Background: an optimization exercise with open tools, aiming at small area, a short achievable clock period and few clock cycles per item. Do not read the settings as production practice.
In this exercise RTL edits were held to simulation tests only and were not proved equivalent to the original.

==> maple: inputs <==
Design frips_core, start of the top module:
module frips_core (
    input  wire        clk,
    input  wire        rst,
    input  wire        ev_valid,
    input  wire [19:0] ev,
    output wire        ev_ready,
    output wire [7:0]  ocr0,
    output wire [7:0]  ocr1,
    output wire [3:0]  dir,
    output wire        halt,
    output reg         pwm_clr,
    output wire [31:0] rps0,         
    output wire [31:0] rps1,         
    output wire [31:0] pi_acc0,      
    output wire [31:0] pi_acc1       
);
Settings: LEC_CHECK=0, CAP_MARGIN=20, CORE_MARGIN=2, CORE_UTILIZATION=40, PLACE_DENSITY=0.6, SLEW_MARGIN=20; clock period 22.0 ns.
run.sh (not shown) runs the stock make flow with config.mk's settings and CLKGATE_MAP_FILE= SYNTH_SCRIPT=/design/flow/synth_recipe.tcl, a recipe that flattens the netlist after the stock synthesis.
==> indigo: changes against maple <==
--- a/flow/design.v
+++ b/flow/design.v
@@ -173,18 +173,16 @@
                 e = {1'b1, ef, dh[22:0]};
             else
                 e = {1'b1, ef - 8'd1, dh[21:0], 1'b0};
         end
     end
 endmodule
-module frips_pi_pd1 (
+module frips_pi_pd (
     input  wire [31:0] e,
     output wire [31:0] p,
-    output wire [25:0] yt,       
-    output wire        s23,      
-    output wire        s22       
+    output wire [31:0] d
 );
     wire        ez = (e[30:23] == 8'd0);
     wire [23:0] m  = {1'b1, e[22:0]};
     wire [7:0]  ee = e[30:23];
     wire [26:0] x   = {1'b0, m, 2'b00} + {3'b000, m};
     wire        xh  = x[26];
@@ -194,33 +192,20 @@
     wire        xu  = xg & (xs | xm[0]);
     wire [24:0] xr  = {1'b0, xm} + {24'd0, xu};
     wire [7:0]  pe  = ee + 8'd4 + {7'd0, xh} + {7'd0, xr[24]};
     assign p = ez ? {e[31], 31'd0} : {e[31], pe, xr[24] ? 23'd0 : xr[22:0]};
     wire [47:0] y = {m, 23'd0} + {7'd0, m, 17'd0} + {8'd0, m, 16'd0} + {12'd0, m, 12'd0}
                   + {15'd0, m, 9'd0} + {17'd0, m, 7'd0} - {20'd0, m, 4'd0} - {24'd0, m};
-    assign yt  = y[47:22];
-    assign s23 = |m[22:0];
-    assign s22 = |m[21:0];
-endmodule
-module frips_pi_pd2 (
-    input  wire [8:0]  se,       
-    input  wire [25:0] yt,
-    input  wire        s23,
-    input  wire        s22,
-    output wire [31:0] d
-);
-    wire        ez  = (se[7:0] == 8'd0);
-    wire [7:0]  ee  = se[7:0];
-    wire        yh  = yt[25];
-    wire [23:0] ym  = yh ? yt[25:2] : yt[24:1];
-    wire        yg  = yh ? yt[1] : yt[0];
-    wire        ys  = yh ? s23 : s22;
+    wire        yh  = y[47];
+    wire [23:0] ym  = yh ? y[47:24] : y[46:23];
+    wire        yg  = yh ? y[23] : y[22];
+    wire        ys  = yh ? (|m[22:0]) : (|m[21:0]);
     wire        yu  = yg & (ys | ym[0]);
     wire [24:0] yr  = {1'b0, ym} + {24'd0, yu};
     wire [7:0]  de  = ee - 8'd6 + {7'd0, yh} + {7'd0, yr[24]};
-    assign d = ez ? {se[8], 31'd0} : {se[8], de, yr[24] ? 23'd0 : yr[22:0]};
+    assign d = ez ? {e[31], 31'd0} : {e[31], de, yr[24] ? 23'd0 : yr[22:0]};
 endmodule
 module frips_add1 (
     input  wire [31:0] a,
     input  wire [31:0] b,
     output wire [27:0] sum,
     output wire [7:0]  el,
@@ -360,13 +345,13 @@
     output wire [31:0] rps1,         
     output wire [31:0] pi_acc0,      
     output wire [31:0] pi_acc1       
 );
     localparam [31:0] DURATION = 32'd376;
     localparam [23:0] MF       = 24'hF42400;    
-    localparam [3:0]  PI_LAT   = 4'd13;          
+    localparam [3:0]  PI_LAT   = 4'd12;          
     localparam [3:0] OP_IDLE = 4'h0, OP_OVF = 4'h1, OP_EDGE0 = 4'h2, OP_EDGE1 = 4'h3,
                      OP_SAMPLE = 4'h4, OP_RX = 4'h5, OP_STEP = 4'h6, OP_RESET = 4'hF;
     reg [15:0] roll;
     reg [31:0] raw_tick [0:1];
     reg [31:0] buf_tick [0:1];
     reg [30:0] frps     [0:1];      
@@ -445,16 +430,12 @@
     frips_rps_avg1 u_avg1 (.f(s_f), .r(s_raw), .sum(c_asum), .el(c_ael));
     wire [30:0] c_avg;
     frips_rps_avg2 u_avg2 (.sum(s_asum), .el(s_ael), .y(c_avg));
     reg        pa_m;
     reg        pb_m, pc1_m, pc2_m, pd_m, pe1_m, pe2_m, pf_m, pg_m, ph_m;
     reg [31:0] pb_e;
-    reg        pb2_m, pb2_s23, pb2_s22;
-    reg [8:0]  pb2_se;
-    reg [25:0] pb2_yt;
-    reg [31:0] pb2_p, pc1_a;
     reg [31:0] pc1_p, pc1_d;
     reg [31:0] pc2_p;
     reg [27:0] pc2_sum; reg [7:0] pc2_el; reg pc2_sl, pc2_spec; reg [31:0] pc2_ys;
     reg [31:0] pd_p, pd_a;
     reg [31:0] pe1_p, pe1_i;
     reg [27:0] pe2_sum; reg [7:0] pe2_el; reg pe2_sl, pe2_spec; reg [31:0] pe2_ys;
@@ -479,18 +460,15 @@
         fprev1 <= feff1;
     end
     wire [1:0]  fchg = unk | {feff1 != fprev1, feff0 != fprev0};
     wire [31:0] a_e;
     frips_pi_err u_err (.f(pa_m ? fprev1 : fprev0), .e(a_e));
     wire [31:0] b_p, b_d;
-    wire [25:0] b_yt;
-    wire        b_s23, b_s22;
-    frips_pi_pd1 u_pd1 (.e(pb_e), .p(b_p), .yt(b_yt), .s23(b_s23), .s22(b_s22));
-    frips_pi_pd2 u_pd2 (.se(pb2_se), .yt(pb2_yt), .s23(pb2_s23), .s22(pb2_s22), .d(b_d));
+    frips_pi_pd u_pd (.e(pb_e), .p(b_p), .d(b_d));
     wire [27:0] c_sum; wire [7:0] c_el; wire c_sl, c_spec; wire [31:0] c_ys;
-    frips_add1 u_c1 (.a(pc1_a), .b(pc1_d), .sum(c_sum), .el(c_el), .sl(c_sl),
+    frips_add1 u_c1 (.a(acc[pc1_m]), .b(pc1_d), .sum(c_sum), .el(c_el), .sl(c_sl),
                      .spec(c_spec), .ys(c_ys));
     wire [31:0] c_a;
     frips_add2 u_c2 (.sum(pc2_sum), .el(pc2_el), .sl(pc2_sl), .spec(pc2_spec), .ys(pc2_ys),
                      .y(c_a));
     wire [31:0] d_i;
     frips_pi_i u_i (.a(pd_a), .i(d_i));
@@ -509,14 +487,13 @@
     frips_pi_y u_y (.xr(pg_x), .v(g_v));
     wire [7:0]  h_ocr;
     frips_pi_ocr u_ocr (.v(ph_v), .ocr(h_ocr));
     always @(posedge clk) begin
         pa_m  <= do_rs ? 1'b0 : ~pa_m;
         pb_m  <= pa_m;   pb_e <= a_e;
-        pb2_m <= pb_m;   pb2_p <= b_p; pb2_se <= pb_e[31:23]; pb2_yt <= b_yt; pb2_s23 <= b_s23; pb2_s22 <= b_s22;
-        pc1_m <= pb2_m;  pc1_p <= pb2_p; pc1_d <= b_d; pc1_a <= acc[pb2_m];
+        pc1_m <= pb_m;   pc1_p <= b_p; pc1_d <= b_d;
         pc2_m <= pc1_m;  pc2_p <= pc1_p;
         pc2_sum <= c_sum; pc2_el <= c_el; pc2_sl <= c_sl; pc2_spec <= c_spec; pc2_ys <= c_ys;
         pd_m  <= pc2_m;  pd_p <= pc2_p; pd_a <= c_a;
         pe1_m <= pd_m;   pe1_p <= pd_p; pe1_i <= d_i;
         pe2_m <= pe1_m;
         pe2_sum <= e_sum; pe2_el <= e_el; pe2_sl <= e_sl; pe2_spec <= e_spec; pe2_ys <= e_ys;
==> comparison table <==
metric	indigo	maple
Layout sequential cell count	1284	1385
Total inserted antenna cells	3	2
Required time reported for the critical path endpoint	22730 ps	22650 ps
Global routing met2 resource utilization	0.364	0.369
Result of the run	complete, no violations	complete, no violations
Post-Route WL	333000 um	341000 um
Longest Clk Path Bufs	3	4
Worst slew margin	0.230	0.200
CP max FO	32	36
Worst path slowest cell	sky130_fd_sc_hd__dfxtp_1	sky130_fd_sc_hd__a2111oi_0
Hold path startpoint	pc1_p[22]	pc1_p[7]
Setup slack after placement	11630 ps	11850 ps
Cell accounting for the most synthesized area	sky130_fd_sc_hd__edfxtp_1	sky130_fd_sc_hd__dfxtp_1
Count of plain and timing-repair buffers in the layout	307	317
Worst Skew	65.3 ps	64.3 ps
Start point of the critical path	pb_e[1]	s_d2[3]
Share of layout cells above drive strength 1	0.0681	0.0738
Number of rows created at floorplan	190	193
Clock buffer instance count of the final layout	180	219
Initial Utilization	0.402	0.402
Worst setup margin	11500 ps	11520 ps
Number of antenna violations at the first check in global routing	3	8
Die boundary height	523 um	531 um
Top achievable clock speed	0.0952 GHz	0.0954 GHz
Testbench counts of maple, summed over its fixed seeds: cycles 134,308, events 52,567.
Testbench counts of indigo, summed over its fixed seeds: cycles 130,780, events 52,567.

## afterwards: timing with drivers on the ports
The flow's constraints put no driver on any port. The routed layouts listed below were extracted and timed again, unchanged, in two steps. Step 1 (the two cells are an assumption about what drives the block):
set clk [get_ports {clk}]
set_driving_cell -lib_cell sky130_fd_sc_hd__clkbuf_16 $clk
set_driving_cell -lib_cell sky130_fd_sc_hd__buf_2 [delete_from_list [all_inputs] $clk]
Step 2 adds t to the input delays and takes it off the output delays; t is the mean of the earliest and latest rising clock arrival at the registers after step 1. Input paths then give back, and output paths get back, about the clock's delay inside the block. Three values: ideal ports, drivers, drivers and shift; two values: the first two.
run	t, ns	setup slack, ns	latest minus earliest clock arrival (ns)	cell pins on the clock port's net
maple	0.920	11.518 / 11.518 / 11.518	0.068 / 0.069	1
indigo	0.893	11.496 / 11.496 / 11.496	0.077 / 0.077	1
After both steps every run listed still meets setup and hold.
